What follows belongs to an exercise in optimizing a design on an open flow for small area, a short achievable clock period and few clock cycles; a production flow would make more cautious choices. No run shown here included a check of the RTL's function; only the layout flow was run. Power figures rest on the tool's default switching activity, not on a simulated workload.

[flow/flow/run.sh]
#!/bin/bash
# Standard ORFS layout, with the port buffers made of the smallest buffer
# cell instead of the one buffer_ports picks by default.
set -euo pipefail
export BUFFER_PORTS_ARGS="-buffer_cell sky130_fd_sc_hd__buf_1"
bash standard.sh > standard.log 2>&1
[flow/standard.sh]
#!/bin/bash
# synth_recipe.tcl (not shown) runs the flow's synth.tcl, then flattens the netlist and writes it again
# the make line also repeats each setting of config.mk as NAME=value (left out here)
make -C /OpenROAD-flow-scripts/flow DESIGN_CONFIG=/design/flow/config.mk WORK_HOME=/design/flow/orfs CLKGATE_MAP_FILE= SYNTH_SCRIPT=/design/flow/synth_recipe.tcl "${@:-finish}"
[flow/config.mk]
export PLATFORM = sky130hd
export DESIGN_NAME = bbt_feistel
export DESIGN_NICKNAME = bbt_feistel
export VERILOG_FILES = /design/flow/design.v
export SDC_FILE = /design/flow/constraint.sdc
export NUM_CORES = 4
export LEC_CHECK = 0
export CAP_MARGIN = 20
export CORE_MARGIN = 2
export CORE_UTILIZATION = 40
export SETUP_SLACK_MARGIN = 5
export SLEW_MARGIN = 20
[flow/constraint.sdc]
create_clock -name core_clock -period 8.0 [get_ports {clk}]
set_input_delay 1.6000 -clock core_clock [delete_from_list [all_inputs] [get_ports {clk}]]
set_output_delay 1.6000 -clock core_clock [all_outputs]
set_load 0.01 [all_outputs]
[flow/design.v]
module bbt_feistel (
    input  wire         clk,
    input  wire         rst,
    input  wire         cmd_valid,
    output wire         cmd_ready,
    input  wire [2:0]   cmd_op,
    input  wire [31:0]  cmd_arg,
    input  wire [31:0]  cmd_a,
    input  wire [31:0]  cmd_b,
    input  wire [127:0] cmd_fkey,
    output reg          done,
    output reg          err,
    output wire [31:0]  out_a,
    output wire [31:0]  out_b,
    output reg          emit,
    output reg  [12:0]  kr_raddr,
    input  wire [31:0]  kr_rdata,
    output reg          kr_we,
    output wire [12:0]  kr_waddr,
    output reg  [31:0]  kr_wdata
);
    localparam OP_KEY_COPY   = 3'd0;
    localparam OP_KEY_XOR    = 3'd1;
    localparam OP_DESCRAMBLE = 3'd2;
    localparam OP_BLOCK_ENC  = 3'd3;
    localparam OP_BLOCK_DEC  = 3'd4;
    localparam OP_SFUNC      = 3'd5;
    localparam OP_STREAM_BEG = 3'd6;
    localparam OP_STREAM_PR  = 3'd7;
    reg         s_wait;          
    reg         s_acc;           
    reg         s_chk;           
    reg         s_rnd;           
    reg         s_fin;           
    reg         s_pro1;          
    reg         s_pro2;          
    reg         s_rst;           
    reg         s_sf2;           
    reg         s_xor;           
    reg [2:0]   op;
    reg         copied, ready, active;
    reg [9:0]   k1h;             
    reg [10:0]  k2h;             
    reg [28:0]  pairs_left;
    reg [1:0]   pidx;
    reg [2:0]   cyc;             
    reg [3:0]   r;               
    reg [11:0]  cnt;             
    reg         in_k2;           
    reg [31:0]  x, y, acc, w;
    assign cmd_ready = s_acc;
    assign out_a = y;
    assign out_b = x;
    wire fwd  = (op == OP_DESCRAMBLE) || (op == OP_BLOCK_ENC);
    wire desc = (op == OP_DESCRAMBLE);
    wire sf   = (op == OP_SFUNC);
    wire kx   = (op == OP_KEY_XOR);
    wire first_k1  = !in_k2 && (cnt == 12'd0);      
    wire k1_end    = !in_k2 && (cnt[11:1] == {1'b0, k1h});
    wire desc_end  = in_k2 && (cnt[11:1] == k2h);
    wire        c0   = s_rnd && (cyc == 3'd0);
    wire        c4   = s_rnd && (cyc == 3'd4);
    wire        swap = c4 || s_chk || (s_pro2 && !desc_end && !first_k1);
    wire        fold = (c0 && !sf) || s_fin;
    wire [31:0] wrd  = w ^ kr_rdata;
    wire [8:0]  slo  = {1'b0, acc[7:0]} + {1'b0, wrd[7:0]};
    wire [7:0]  xlo  = y[7:0] ^ slo[7:0];
    wire [31:0] aw   = acc + w;
    wire [23:0] xhi  = y[31:8] ^ aw[31:8];
    function [12:0] tab(input [1:0] t, input [7:0] v);
        tab = {1'b1, 2'b00, t, v};
    endfunction
    function [12:0] key(input f, input [4:0] n);
        key = {8'd0, f ? n : 5'd17 - n};
    endfunction
    wire len_ok = !x[0] && x[15:0] >= 16'd18 && x[15:0] <= 16'd1024 &&
                  !x[16] && x[31:16] >= 16'd1024 && x[31:16] <= 16'd4096;
    wire cmd_bad = (op == OP_KEY_COPY)   ? !len_ok :
                   (op == OP_STREAM_BEG) ? (!ready || x[2:0] != 3'd0) :
                   (op == OP_STREAM_PR)  ? !active : !copied;
    wire chk_end = cmd_bad || (op == OP_KEY_COPY) || (op == OP_STREAM_BEG);
    wire rnd_last  = c4 && (sf || r == 4'd15);
    wire [11:0] cnt1     = cnt + 12'd1;
    wire        xor_last = (cnt[10:0] == {k1h, 1'b1});
    assign kr_waddr = {in_k2, cnt[11:1], cnt[0] | s_pro1};
    always @(posedge clk) begin
        if (rst) begin
            s_wait <= 1'b1;
            s_acc  <= 1'b0;
            s_chk  <= 1'b0;
            s_rnd  <= 1'b0;
            s_fin  <= 1'b0;
            s_pro1 <= 1'b0;
            s_pro2 <= 1'b0;
            s_rst  <= 1'b0;
            s_sf2  <= 1'b0;
            s_xor  <= 1'b0;
            copied <= 1'b0;
            ready  <= 1'b0;
            active <= 1'b0;
            done   <= 1'b0;
            kr_we  <= 1'b0;
        end else begin
            done  <= 1'b0;
            kr_we <= 1'b0;
            if (s_wait && cmd_valid) begin
                s_wait <= 1'b0;
                s_acc  <= 1'b1;
            end
            if (s_acc) begin
                s_acc <= 1'b0;
                if (sf && copied) begin
                    s_rnd <= 1'b1;
                end else if (kx && copied) begin
                    ready  <= 1'b0;
                    active <= 1'b0;
                    s_xor  <= 1'b1;
                end else begin
                    s_chk <= 1'b1;
                end
            end
            if (s_rst) begin
                s_rst <= 1'b0;
                s_chk <= 1'b1;
            end
            if (s_chk) begin
                s_chk <= 1'b0;
                if (chk_end) begin
                    done   <= 1'b1;
                    s_wait <= 1'b1;
                end else begin
                    s_rnd <= 1'b1;
                end
                if (!cmd_bad) begin
                    case (op)
                    OP_KEY_COPY: begin
                        copied <= 1'b1;
                        ready  <= 1'b0;
                        active <= 1'b0;
                    end
                    OP_DESCRAMBLE: active <= 1'b0;
                    OP_STREAM_BEG: active <= (x[31:3] != 29'd0);
                    default: ;
                    endcase
                end
            end
            if (rnd_last) begin
                s_rnd <= 1'b0;
                s_fin <= 1'b1;
            end
            if (s_fin) begin
                s_fin <= 1'b0;
                if (desc) begin
                    s_pro1 <= 1'b1;
                    kr_we  <= 1'b1;
                end else if (sf) begin
                    s_sf2 <= 1'b1;
                end else begin
                    done   <= 1'b1;
                    s_wait <= 1'b1;
                    if (op == OP_STREAM_PR) active <= (pairs_left != 29'd1);
                end
            end
            if (s_sf2) begin
                s_sf2  <= 1'b0;
                done   <= 1'b1;
                s_wait <= 1'b1;
            end
            if (s_pro1) begin
                s_pro1 <= 1'b0;
                s_pro2 <= 1'b1;
                kr_we  <= 1'b1;
            end
            if (s_pro2) begin
                s_pro2 <= 1'b0;
                if (desc_end) begin
                    ready  <= 1'b1;
                    done   <= 1'b1;
                    s_wait <= 1'b1;
                end else if (first_k1) begin
                    s_rst <= 1'b1;
                end else begin
                    s_rnd <= 1'b1;
                end
            end
            if (s_xor) begin
                if (xor_last) begin
                    done   <= 1'b1;
                    s_xor  <= 1'b0;
                    s_wait <= 1'b1;
                end else begin
                    kr_we <= !cnt1[11];
                end
            end
        end
    end
    always @(posedge clk) begin
        if (s_wait) op <= cmd_op;
        if (s_acc)
            x <= kx ? cmd_fkey[63:32] :
                 (sf || op == OP_KEY_COPY || op == OP_STREAM_BEG) ? cmd_arg :
                 desc ? 32'd0 : cmd_b;
        else if (s_xor)
            x <= acc;
        else begin
            if (swap) x[7:0]  <= xlo;
            if (fold) x[31:8] <= xhi;
        end
        if (s_acc) begin
            y[31:8] <= kx ? cmd_fkey[31:8] : sf ? cmd_arg[31:8] : desc ? 24'd0 : cmd_a[31:8];
            y[7:0]  <= kx ? cmd_fkey[7:0] : (sf || desc) ? 8'd0 : cmd_a[7:0];
        end else if (c0 && sf)
            y <= 32'd0;
        else if (s_xor || s_sf2)
            y <= x;
        else begin
            if (swap) y[7:0]  <= x[7:0];
            if (fold) begin
                y[31:8] <= x[31:8] ^ kr_rdata[31:8];
                y[7:0]  <= y[7:0] ^ kr_rdata[7:0];
            end
        end
        if (s_acc && kx)
            acc <= cmd_fkey[95:64];
        else if ((s_rnd && cyc == 3'd2) || s_xor)
            acc <= w;                            
        else if (s_rnd && cyc == 3'd3)
            acc <= aw;                           
        else if (swap)
            acc <= {acc[31:8], 8'hff};           
        else
            acc <= 32'd0;
        if (s_acc && kx)
            w <= cmd_fkey[127:96];
        else if (s_rnd && (cyc == 3'd1 || cyc == 3'd2 || cyc == 3'd3))
            w <= kr_rdata;                       
        else if (swap)
            w <= {wrd[31:8], 7'd0, slo[8]};      
        else if (s_xor)
            w <= y;
        else
            w <= 32'd0;
        if (s_fin)
            kr_wdata <= {xhi, x[7:0]};
        else if (s_pro1)
            kr_wdata <= y;
        else
            kr_wdata <= wrd;
        if (s_wait)
            kr_raddr <= key(cmd_op == OP_DESCRAMBLE || cmd_op == OP_BLOCK_ENC, 5'd0);
        else if (s_acc || s_rst)
            kr_raddr <= (s_acc && kx) ? 13'd0 : (s_acc && sf) ? tab(2'd3, cmd_arg[7:0]) :
                        key(fwd, 5'd1);
        else if (swap)
            kr_raddr <= tab(2'd3, xlo);                      
        else if (s_rnd) begin
            case (cyc)
            3'd0: kr_raddr <= tab(2'd0, sf ? x[31:24] : xhi[23:16]);    
            3'd1: kr_raddr <= tab(2'd2, x[15:8]);            
            3'd2: kr_raddr <= tab(2'd1, x[23:16]);           
            default: kr_raddr <= key(fwd, {1'b0, r} + 5'd2);
            endcase
        end else if (s_fin || s_pro2)
            kr_raddr <= key(fwd, 5'd0);
        else if (s_pro1)
            kr_raddr <= key(fwd, 5'd1);
        else if (s_xor)
            kr_raddr <= {3'd0, cnt[9:0] + 10'd3};
        if (!s_rnd) begin
            cyc <= 3'd0;
            r   <= 4'd0;
        end else begin
            cyc <= (cyc == 3'd4) ? 3'd0 : cyc + 3'd1;
            if (cyc == 3'd4) r <= r + 4'd1;
        end
        if (s_acc) begin
            cnt   <= kx ? 12'hffe : 12'd0;
            in_k2 <= 1'b0;
        end else if (s_xor) begin
            cnt <= cnt1;
        end else if (s_pro2) begin
            if (k1_end) begin
                in_k2 <= 1'b1;
                cnt   <= 12'd0;
            end else begin
                cnt <= cnt + 12'd2;
            end
        end
        if (s_acc)
            err <= 1'b0;
        if (s_chk) begin
            err <= cmd_bad;
            if (op == OP_KEY_COPY && !cmd_bad) begin
                k1h <= x[10:1] - 10'd1;
                k2h <= x[27:17] - 11'd1;
            end
            if (op == OP_STREAM_BEG && !cmd_bad) begin
                pairs_left <= x[31:3];
                pidx       <= 2'd0;
            end
        end
        if (s_fin && op == OP_STREAM_PR) begin
            emit       <= pidx[1];
            pidx       <= pidx[1] ? pidx : pidx + 2'd1;
            pairs_left <= pairs_left - 29'd1;
        end
    end
endmodule
==> notes.md, run 1 <==
----------------------------------------------------
[Outcome]
  Outcome ... timing/DRC/antenna clean

[Die]
  Die boundary height ... around 220 um
  Die width ... 224 um
  Die ar. ... around 0.05 mm2
  Number of rows created at floorplan ... 80
  Core region area ... 0.0476 mm2
  Initial cell density of the core ... 40.5%
  Boundary Pins ... 389

[Worst setup path]
  Capturing element type of the critical path ... register
  Crit path top cell by count ... sky130_fd_sc_hd__a21oi_2
  Number of gates on the worst path with buffers counted ... 13
  Number of buffers and inverters on the critical path ... 1
  Cell family with the largest share of critical-path delay ... compound AO/OA/AOI/OAI gates
  Startpoint of the most critical register-to-register path ... acc[17]
  Slowest CP cell ... sky130_fd_sc_hd__fa_2
  Critical path capture point ... kr_raddr[6]
  Biggest fanout along the worst timing path ... 2
  Worst Setup Start Kind ... primary input
  Start point of the critical path ... kr_rdata[0]
  Reg-to-reg critical path endpoint ... x[27]
  Critical path start-end classification ... primary input to register
  Crit path cell chain ... buf_8 > xor2_2 > ha_2 > fa_2 > a21o_1 > a21oi_2 > o21bai_2 > a21oi_2 > xnor2_2 > o21ai_1 > o21ba_4 > a211oi_2 > a211oi_1
  Delay of the slowest cell on the worst path ... 0.35 ns
  Arrival time of the worst setup path ... 3.80 ns
  Reg2Reg Depth ... 11
  R2R setup slack ... 4.90 ns
  Data required, critical path ... 8.51 ns

[Place]
  Quantity of I/O buffers inserted on ports ... 386
  Final RePlAce weighted congestion ... 0.981
  Post-detailed-placement half-perimeter wirelength ... 62.0 mm

[Power]
  Leak pwr ... slightly above 9 nW
  Worst VDD drop ... 0.000142 V
  Total power divided by cell area ... between 150 and 200 mW/mm2

[Timing]
  Highest achievable clock rate ... 305 MHz
  Number of failing setup endpoints in the final timing report ... 0
  Unrepaired setup endpoints after global routing ... true
  Count of endpoints failing hold in the final timing report ... 0
  Max-Slew Margin vs Limit ... 29.5%
  Share of the clock period used by the worst path ... 41.0%
  Accumulated negative setup slack ... 0 ns
  Largest clock skew in the final design ... approximately 0.014 ns
  Final-layout worst hold slack ... 0.479 ns
  Tmin final ... about 3.3 ns
  Final slew viol count ... 0
  Transition time of the tightest slew-check pin ... around 1.1 ns

[Synth]
  Fraction of the yosys area taken by sequential cells ... 35.7%
  Number of distinct standard cells referenced by the synthesized netlist ... 86
  Mean post-synth cell area ... approximately 8.5 um2
  Most common flop cell mapped by yosys ... sky130_fd_sc_hd__edfxtp_1
  Summed instance area of the synthesized netlist ... 0.0193 mm2
  Share of flip-flops with an asynchronous set or reset ... 0%
  Yosys warning total ... 1
  Total of flip-flops plus latches after synthesis ... 263
  Number of flops mapped to enable cells by yosys ... 162
  Synthesized instance count ... 2256

[Drt]
  Detailed-route via count ... 20800
  Post-Route WL ... 88.0 mm
  First-pass DRT Iterations ... 6
  Average vias per placed instance ... 6.27
  Initial DRC Count ... 2385
  Number of design rule violations left after detail routing ... 0
  Routed wirelength normalized by instance count ... 26.6 um
  Count of antenna-violating nets left after detailed routing ... 0

[Cells and area]
  Core Util, Final ... 51.4%
  Commonest cells after routing, fill and taps aside ... sky130_fd_sc_hd__buf_1, sky130_fd_sc_hd__nor2_1, sky130_fd_sc_hd__o21ai_0
  Area growth from synthesis to layout ... 27.0%
  FILL cells ... 4564
  Count of antenna diodes in the layout ... 0
  Most common library cell in the layout ignoring fill and taps ... sky130_fd_sc_hd__buf_1
  Layout cell share with drive strength beyond 1 ... 15.4%
  Total number of nets in the final design ... 2994

[Clock network]
  Clock-pin slew reported for the worst setup and hold paths after clock tree synthesis ... 0.07 ns
  H-tree level count ... 1
  Worst skew pair latency ... 0.60 ns
  Hold-fix buffer count after cts ... 0
  Number of clock sinks seen by CTS ... 263
  Number of buffers created by CTS ... 31
  Maximum number of buffers from clock root to sink ... 3
  Root buffer cell ... sky130_fd_sc_hd__clkbuf_16
  Clock tree from TritonCTS ... done

[Min path]
  Class of the worst hold path ... register to register
  Hold Path Origin ... s_chk
  Hold depth ... 1

[GRT]
  Number of antenna violations at the first check in global routing ... 2
  Total routing resource utilization after global routing ... 33.2%
  Wire length of the first global-routing pass ... 125 mm
  Vias in the first global route ... just under 20000
  Global route overflow ... 0
  Maximum number of pins on one net before global-route repair ... 75

[Flow run]
  Maxcap violations ... 0

----------------------------------------------------
-- synthesized netlist by cell type, types with 23 or more instances --
cell	count	share of area [%]
sky130_fd_sc_hd__dfxtp_1	101	10
sky130_fd_sc_hd__nand2_1	171	3.3
sky130_fd_sc_hd__nor3_1	41	1.1
sky130_fd_sc_hd__clkbuf_1	135	2.6
sky130_fd_sc_hd__mux2i_1	57	3.0
sky130_fd_sc_hd__a221oi_1	60	2.7
sky130_fd_sc_hd__a211oi_1	35	1.4
sky130_fd_sc_hd__ha_1	57	3.7
sky130_fd_sc_hd__xor2_1	89	4.0
sky130_fd_sc_hd__edfxtp_1	162	25
sky130_fd_sc_hd__inv_1	74	1.4
sky130_fd_sc_hd__a21oi_1	159	4.1
sky130_fd_sc_hd__nor2_1	244	4.7
sky130_fd_sc_hd__o21ai_0	200	5.2
sky130_fd_sc_hd__nand3b_1	31	1.2
sky130_fd_sc_hd__o32ai_1	23	1.0
sky130_fd_sc_hd__o221ai_1	27	1.2
sky130_fd_sc_hd__nand2b_1	34	1.1
sky130_fd_sc_hd__xnor2_1	129	5.9
sky130_fd_sc_hd__nand3_1	39	1.0
sky130_fd_sc_hd__a32o_1	25	1.3
-- sequential cells by signal (all words and copies together) (netlist names), 2 cells and up --
register	flops
acc	32
kr_wdata	32
w	32
x	32
y	32
pairs_left	29
cnt	12
k2h	11
kr_raddr	11
k1h	10
r	4
cyc	3
op	3
pidx	2
-- per-layer routing --
layer / GRT usage [%] / wire length [um]
met4: 12.8 / 4190
met3: 5.13 / 8590
met1: 46.3 / 36200
met2: 51.9 / 39000
met5: 0 / 7
-- final cells by class --
cell class	instances	area, um2	area share, %
inverter	76	289	1.18
timing repair inverter	3	22.5	0.0920
timing repair buffer	561	3070	12.5
multi-input combinational	1737	12400	50.7
clock buffer	46	926	3.78
clock inverter	12	67.6	0.276
sequential	263	6930	28.3
tap	615	769	3.14
-- cells by family after synthesis --
kind of cell / Yosys count / share of synthesized area, %
AOI/OAI and AO/OA: 703 / 24.0
buffers and inverters: 258 / 5.43
DFF: 263 / 35.7
adders and majority gates: 80 / 5.00
muxes: 58 / 3.02
and+or+nand+nor: 671 / 16.5
other: 1 / 0.0194
xor gates and xnor gates: 222 / 10.4
-- metrics by stage --
stage | instance area (um2) | setup WS, ns | cells | power, mW
floorplan | 19300 | 4.42 | 2257 | 2.02
global placement | 21200 | 3.92 | 3122 | 2.33
detailed placement | 21200 | 3.94 | 3123 | 2.33
CTS | 23500 | 4.76 | 3268 | 3.81
global route | 24500 | 4.63 | 3313 | 3.98
finish | 24500 | 4.72 | 3313 | 3.89
-- timing repair --
action,CTS,global route
gates cloned,3,3
resized for setup,144,114
setup buffers,84,42
pin swaps,27,69
setup endpoints to repair,278,195
-- power by group --
group          total [mW]  internal, mW  switching (mW)
logic               0.865         0.339           0.526
registers            1.59          1.52          0.0748
clock network        1.43         0.800           0.628
total                3.89          2.66            1.23
-- worst min path at each step --
stage	end	slack (ns)
after global routing	s_chk	0.49
after global placement	cyc[0]	0.45
after detailed placement	s_chk	0.46
after floorplan	cyc[0]	0.43
after CTS	s_chk	0.47
final	s_chk	0.48
==> run 2, diff against run 1 <==
--- a/flow/config.mk
+++ b/flow/config.mk
@@ -6,7 +6,11 @@
 export NUM_CORES = 4
 export LEC_CHECK = 0
-export CAP_MARGIN = 20
+export CAP_MARGIN = 10
 export CORE_MARGIN = 2
-export CORE_UTILIZATION = 40
-export SETUP_SLACK_MARGIN = 5
-export SLEW_MARGIN = 20
+export CORE_UTILIZATION = 60
+export CTS_BUF_LIST = sky130_fd_sc_hd__clkbuf_8
+export CTS_CLUSTER_DIAMETER = 80
+export CTS_CLUSTER_SIZE = 14
+export PLACE_DENSITY = 0.7
+export SETUP_SLACK_MARGIN = 4.4
+export SLEW_MARGIN = 10
==> notes.md, run 2 <==
----------------------------------------------------
[Timing]
  Unrepaired setup endpoints after global routing ... true
  Share of the clock period used by the worst path ... 45.1% (+4.0 points)
  Tmin final ... 3.61 ns (+0.322 ns)
  Count of endpoints failing hold in the final timing report ... 0 (unchanged)
  Max-Slew Margin vs Limit ... 20.6% (-8.8 points)
  Final slew viol count ... 0 (unchanged)
  Largest clock skew in the final design ... 0.0550 ns (+0.0407 ns)
  Accumulated negative setup slack ... 0 ns (unchanged)
  Number of failing setup endpoints in the final timing report ... 0 (unchanged)
  Highest achievable clock rate ... 277 MHz (-8.9%)
  Transition time of the tightest slew-check pin ... 1.19 ns (+0.130 ns)

[GRT]
  Global route overflow ... 0 (unchanged)
  Maximum number of pins on one net before global-route repair ... 75 (unchanged)
  Total routing resource utilization after global routing ... 44.5% (+11 points)
  Number of antenna violations at the first check in global routing ... 6 (+4)
  Wire length of the first global-routing pass ... 113 mm (-9.6%)
  Vias in the first global route ... 18400 (-5.2%)

[Synth]
  Share of flip-flops with an asynchronous set or reset ... 0% (unchanged)
  Number of distinct standard cells referenced by the synthesized netlist ... 86 (unchanged)
  Cell taking the most area after synthesis ... sky130_fd_sc_hd__edfxtp_1
  Most used standard cell by instance count after synthesis ... sky130_fd_sc_hd__nor2_1
  Fraction of the yosys area taken by sequential cells ... 35.7% (unchanged)
  Most area-consuming cells after synthesis ... sky130_fd_sc_hd__edfxtp_1, sky130_fd_sc_hd__dfxtp_1, sky130_fd_sc_hd__xnor2_1
  Most common flop cell mapped by yosys ... sky130_fd_sc_hd__edfxtp_1
  Summed instance area of the synthesized netlist ... 0.0193 mm2 (unchanged)
  Commonest cells post-synth ... sky130_fd_sc_hd__nor2_1, sky130_fd_sc_hd__o21ai_0, sky130_fd_sc_hd__nand2_1
  Synthesized instance count ... 2256 (unchanged)
  Yosys warning total ... 1 (unchanged)
  Mean post-synth cell area ... 8.55 um2 (unchanged)
  Number of flops mapped to enable cells by yosys ... 162 (unchanged)
  Top cell type's share of synthesized area ... 25.2% (unchanged)
  Total of flip-flops plus latches after synthesis ... 263 (unchanged)

[Worst setup path]
  Data required, critical path ... 8.39 ns (-0.12 ns)
  Worst Setup Start Kind ... register
  Capturing element type of the critical path ... register
  Cell family with the largest share of critical-path delay ... compound AO/OA/AOI/OAI gates
  Biggest fanout along the worst timing path ... 4 (+2)
  Startpoint of the most critical register-to-register path ... w[1]
  Start point of the critical path ... w[1]
  Delay of the slowest cell on the worst path ... 0.51 ns (+0.16 ns)
  Crit path top cell by count ... sky130_fd_sc_hd__a211oi_1
  Number of buffers and inverters on the critical path ... 0 (-1)
  Crit path cell chain ... ha_1 > a211oi_1 > o21ai_1 > a211oi_1 > o21ai_2 > nand3_1 > a21oi_1 > xnor2_1 > mux2i_1 > o21ai_0
  Critical path start-end classification ... register to register
  Slowest CP cell ... sky130_fd_sc_hd__dfxtp_1
  Arrival time of the worst setup path ... 3.99 ns (+0.19 ns)

[Place]
  Quantity of I/O buffers inserted on ports ... 386 (unchanged)
  Final RePlAce weighted congestion ... 1.02 (+4.1%)
  Total instance count after detailed placement ... 2896 (-7.3%)
  Post-detailed-placement half-perimeter wirelength ... 57.3 mm (-7.6%)

[Power]
  Total power divided by cell area ... 147 mW/mm2 (-7.3%)
  Worst VDD drop ... 0.000145 V (+2.0%)
  Leak pwr ... 7.88 nW (-14%)

[Die]
  Die boundary height ... 183 um (-18%)
  Die width ... 183 um (-18%)
  Initial cell density of the core ... 61.0% (+20 points)
  Die ar. ... 0.0336 mm2 (-33%)
  Number of rows created at floorplan ... 65 (-19%)
  Boundary Pins ... 389 (unchanged)
  Core region area ... 0.0316 mm2 (-34%)

[Outcome]
  Outcome ... timing/DRC/antenna clean

[Cells and area]
  Total number of nets in the final design ... 2841 (-5.1%)
  Post-route non-filler standard cell count ... 2940 (-11%)
  Commonest cells after routing, fill and taps aside ... sky130_fd_sc_hd__buf_1, sky130_fd_sc_hd__nor2_1, sky130_fd_sc_hd__o21ai_0
  FILL cells ... 2711 (-41%)
  Multi-input gate area ... 0.0115 mm2 (-7.5%)
  Most common library cell in the layout ignoring fill and taps ... sky130_fd_sc_hd__buf_1
  Layout cell share with drive strength beyond 1 ... 4.30% (-11 points)
  Area occupied by registers ... 0.00689 mm2 (-0.54%)
  Area growth from synthesis to layout ... 10.5%

[Min path]
  Hold Path Origin ... ready
  Class of the worst hold path ... register to register

[Drt]
  Routed wirelength normalized by instance count ... 26.4 um (-0.57%)
  Initial DRC Count ... 3081 (+29%)
  Average vias per placed instance ... 6.93 (+11%)
  Number of design rule violations left after detail routing ... 0 (unchanged)
  Detailed-route via count ... 20400 (-1.9%)
  Count of antenna-violating nets left after detailed routing ... 0 (unchanged)
  Post-Route WL ... 77.7 mm (-12%)
  First-pass DRT Iterations ... 14 (+8)

[Clock network]
  Root buffer cell ... sky130_fd_sc_hd__clkbuf_8
  Worst skew pair latency ... 0.62 ns (+0.02 ns)
  Clock-pin slew reported for the worst setup and hold paths after clock tree synthesis ... 0.12 ns (+0.05 ns)
  Clock tree from TritonCTS ... done
  Number of buffers created by CTS ... 23 (-26%)
  Number of clock sinks seen by CTS ... 263 (unchanged)
  Maximum number of buffers from clock root to sink ... 3 (unchanged)
  H-tree level count ... 1 (unchanged)

[Flow run]
  Maxcap violations ... 0 (unchanged)

----------------------------------------------------
## run 2: repair_timing
| action | 4_1_cts | 5_1_grt |
|---|---|---|
| endpoints found under the setup margin | 85 | 100 |
| hold buffers | 0 | 0 |
| cloned | 0 | 0 |
| buffers inserted | 0 | 1 |
| gates resized for setup | 3 | 12 |
| pin swaps | 0 | 1 |
## run 2: final timing paths
| check | depth (start not counted) | to | slack [ns] |
|---|---|---|---|
| max | 10 | x[25] | 4.39 |
| min | 2 | ready | 0.49 |
| max reg2reg | 10 | x[25] | 4.39 |
| min reg2reg | 2 | ready | 0.49 |
## run 2: logic make-up (layout without fill, tap and decap cells)
logic type                 after synthesis  after routing  synth area share (%)
AOI/OAI and AO/OA                      703            703                  24.0
xor gates and xnor gates               222            222                  10.4
adders and majority gates               80             80                  5.00
buffers and inverters                  258            535                  5.43
DFF                                    263            263                  35.7
muxes                                   58             58                  3.02
other                                    1              6                0.0194
and+or+nand+nor                        671            671                  16.5
## run 2: per-layer routing
metal	track usage, %	vias up	wire, um
met5	0	-	11
met4	19.6	2	4180
met3	9.13	291	10800
met2	68.2	1624	33600
met1	61.1	9663	29100
li1	-	8791	-
## run 2: area by class of cell
cell class | instances | share of cell area (%)
Multi-Input combinational cell | 1736 | 53.9
Inverter | 76 | 1.36
Clock inverter | 16 | 0.464
Sequential cell | 263 | 32.3
Clock buffer | 23 | 1.49
Antenna cell | 4 | 0.0470
Timing Repair Buffer | 420 | 8.03
Tap cell | 402 | 2.36
## run 2: worst min-delay path, stage by stage, from the launching register on
cell,delay (ns)
sky130_fd_sc_hd__dfxtp_1,0.33
sky130_fd_sc_hd__nand3_1,0.06
sky130_fd_sc_hd__a21oi_1,0.06
## run 2: power breakdown
group / internal (mW) / switching, mW
registers: 1.52 / 0.110
clock network: 0.304 / 0.511
logic: 0.252 / 0.440
total: 2.07 / 1.06
## run 2: through the flow
step           total power, mW  util [%]  instance area (um2)  hold WS [ns]  worst slack (ns)
6_report                  3.13      67.3                21300         0.490              4.39
3_5_place_dp              2.31      65.7                20800         0.473              3.90
2_1_floorplan             2.02         -                19300         0.433              4.39
5_1_grt                   3.21      67.3                21300         0.517              4.33
4_1_cts                   3.08      67.1                21200         0.487              4.45
3_3_place_gp              2.30      65.7                20800         0.442              3.96

## port drivers added, routing unchanged
The results above use ideal ports. As a check the final layouts listed here were re-extracted and re-timed, cells and wires unchanged.
Step 1: set_driving_cell puts a clkbuf_16 on clk and a buf_2 on each other input, an assumption about the parent block.
Step 2 adds t to the input delays and takes it off the output delays; t is the mean of the earliest and latest rising clock arrival at the registers after step 1. Input paths then give back, and output paths get back, about the clock's delay inside the block.
Slacks: no drivers / after step 1 / after step 2; pairs: no drivers / after step 1.
run | shift t [ns] | setup WS [ns] | cell pins on the clock port's net
run 1 | 0.655 | 4.716 / 4.736 / 4.081 | 1
run 2 | 0.641 | 4.394 / 4.348 / 4.013 | 1
After both steps every run listed still meets setup and hold. For run 1, which loses most, drivers alone change the setup slack by +0.020 ns; drivers and shift together by -0.635 ns.
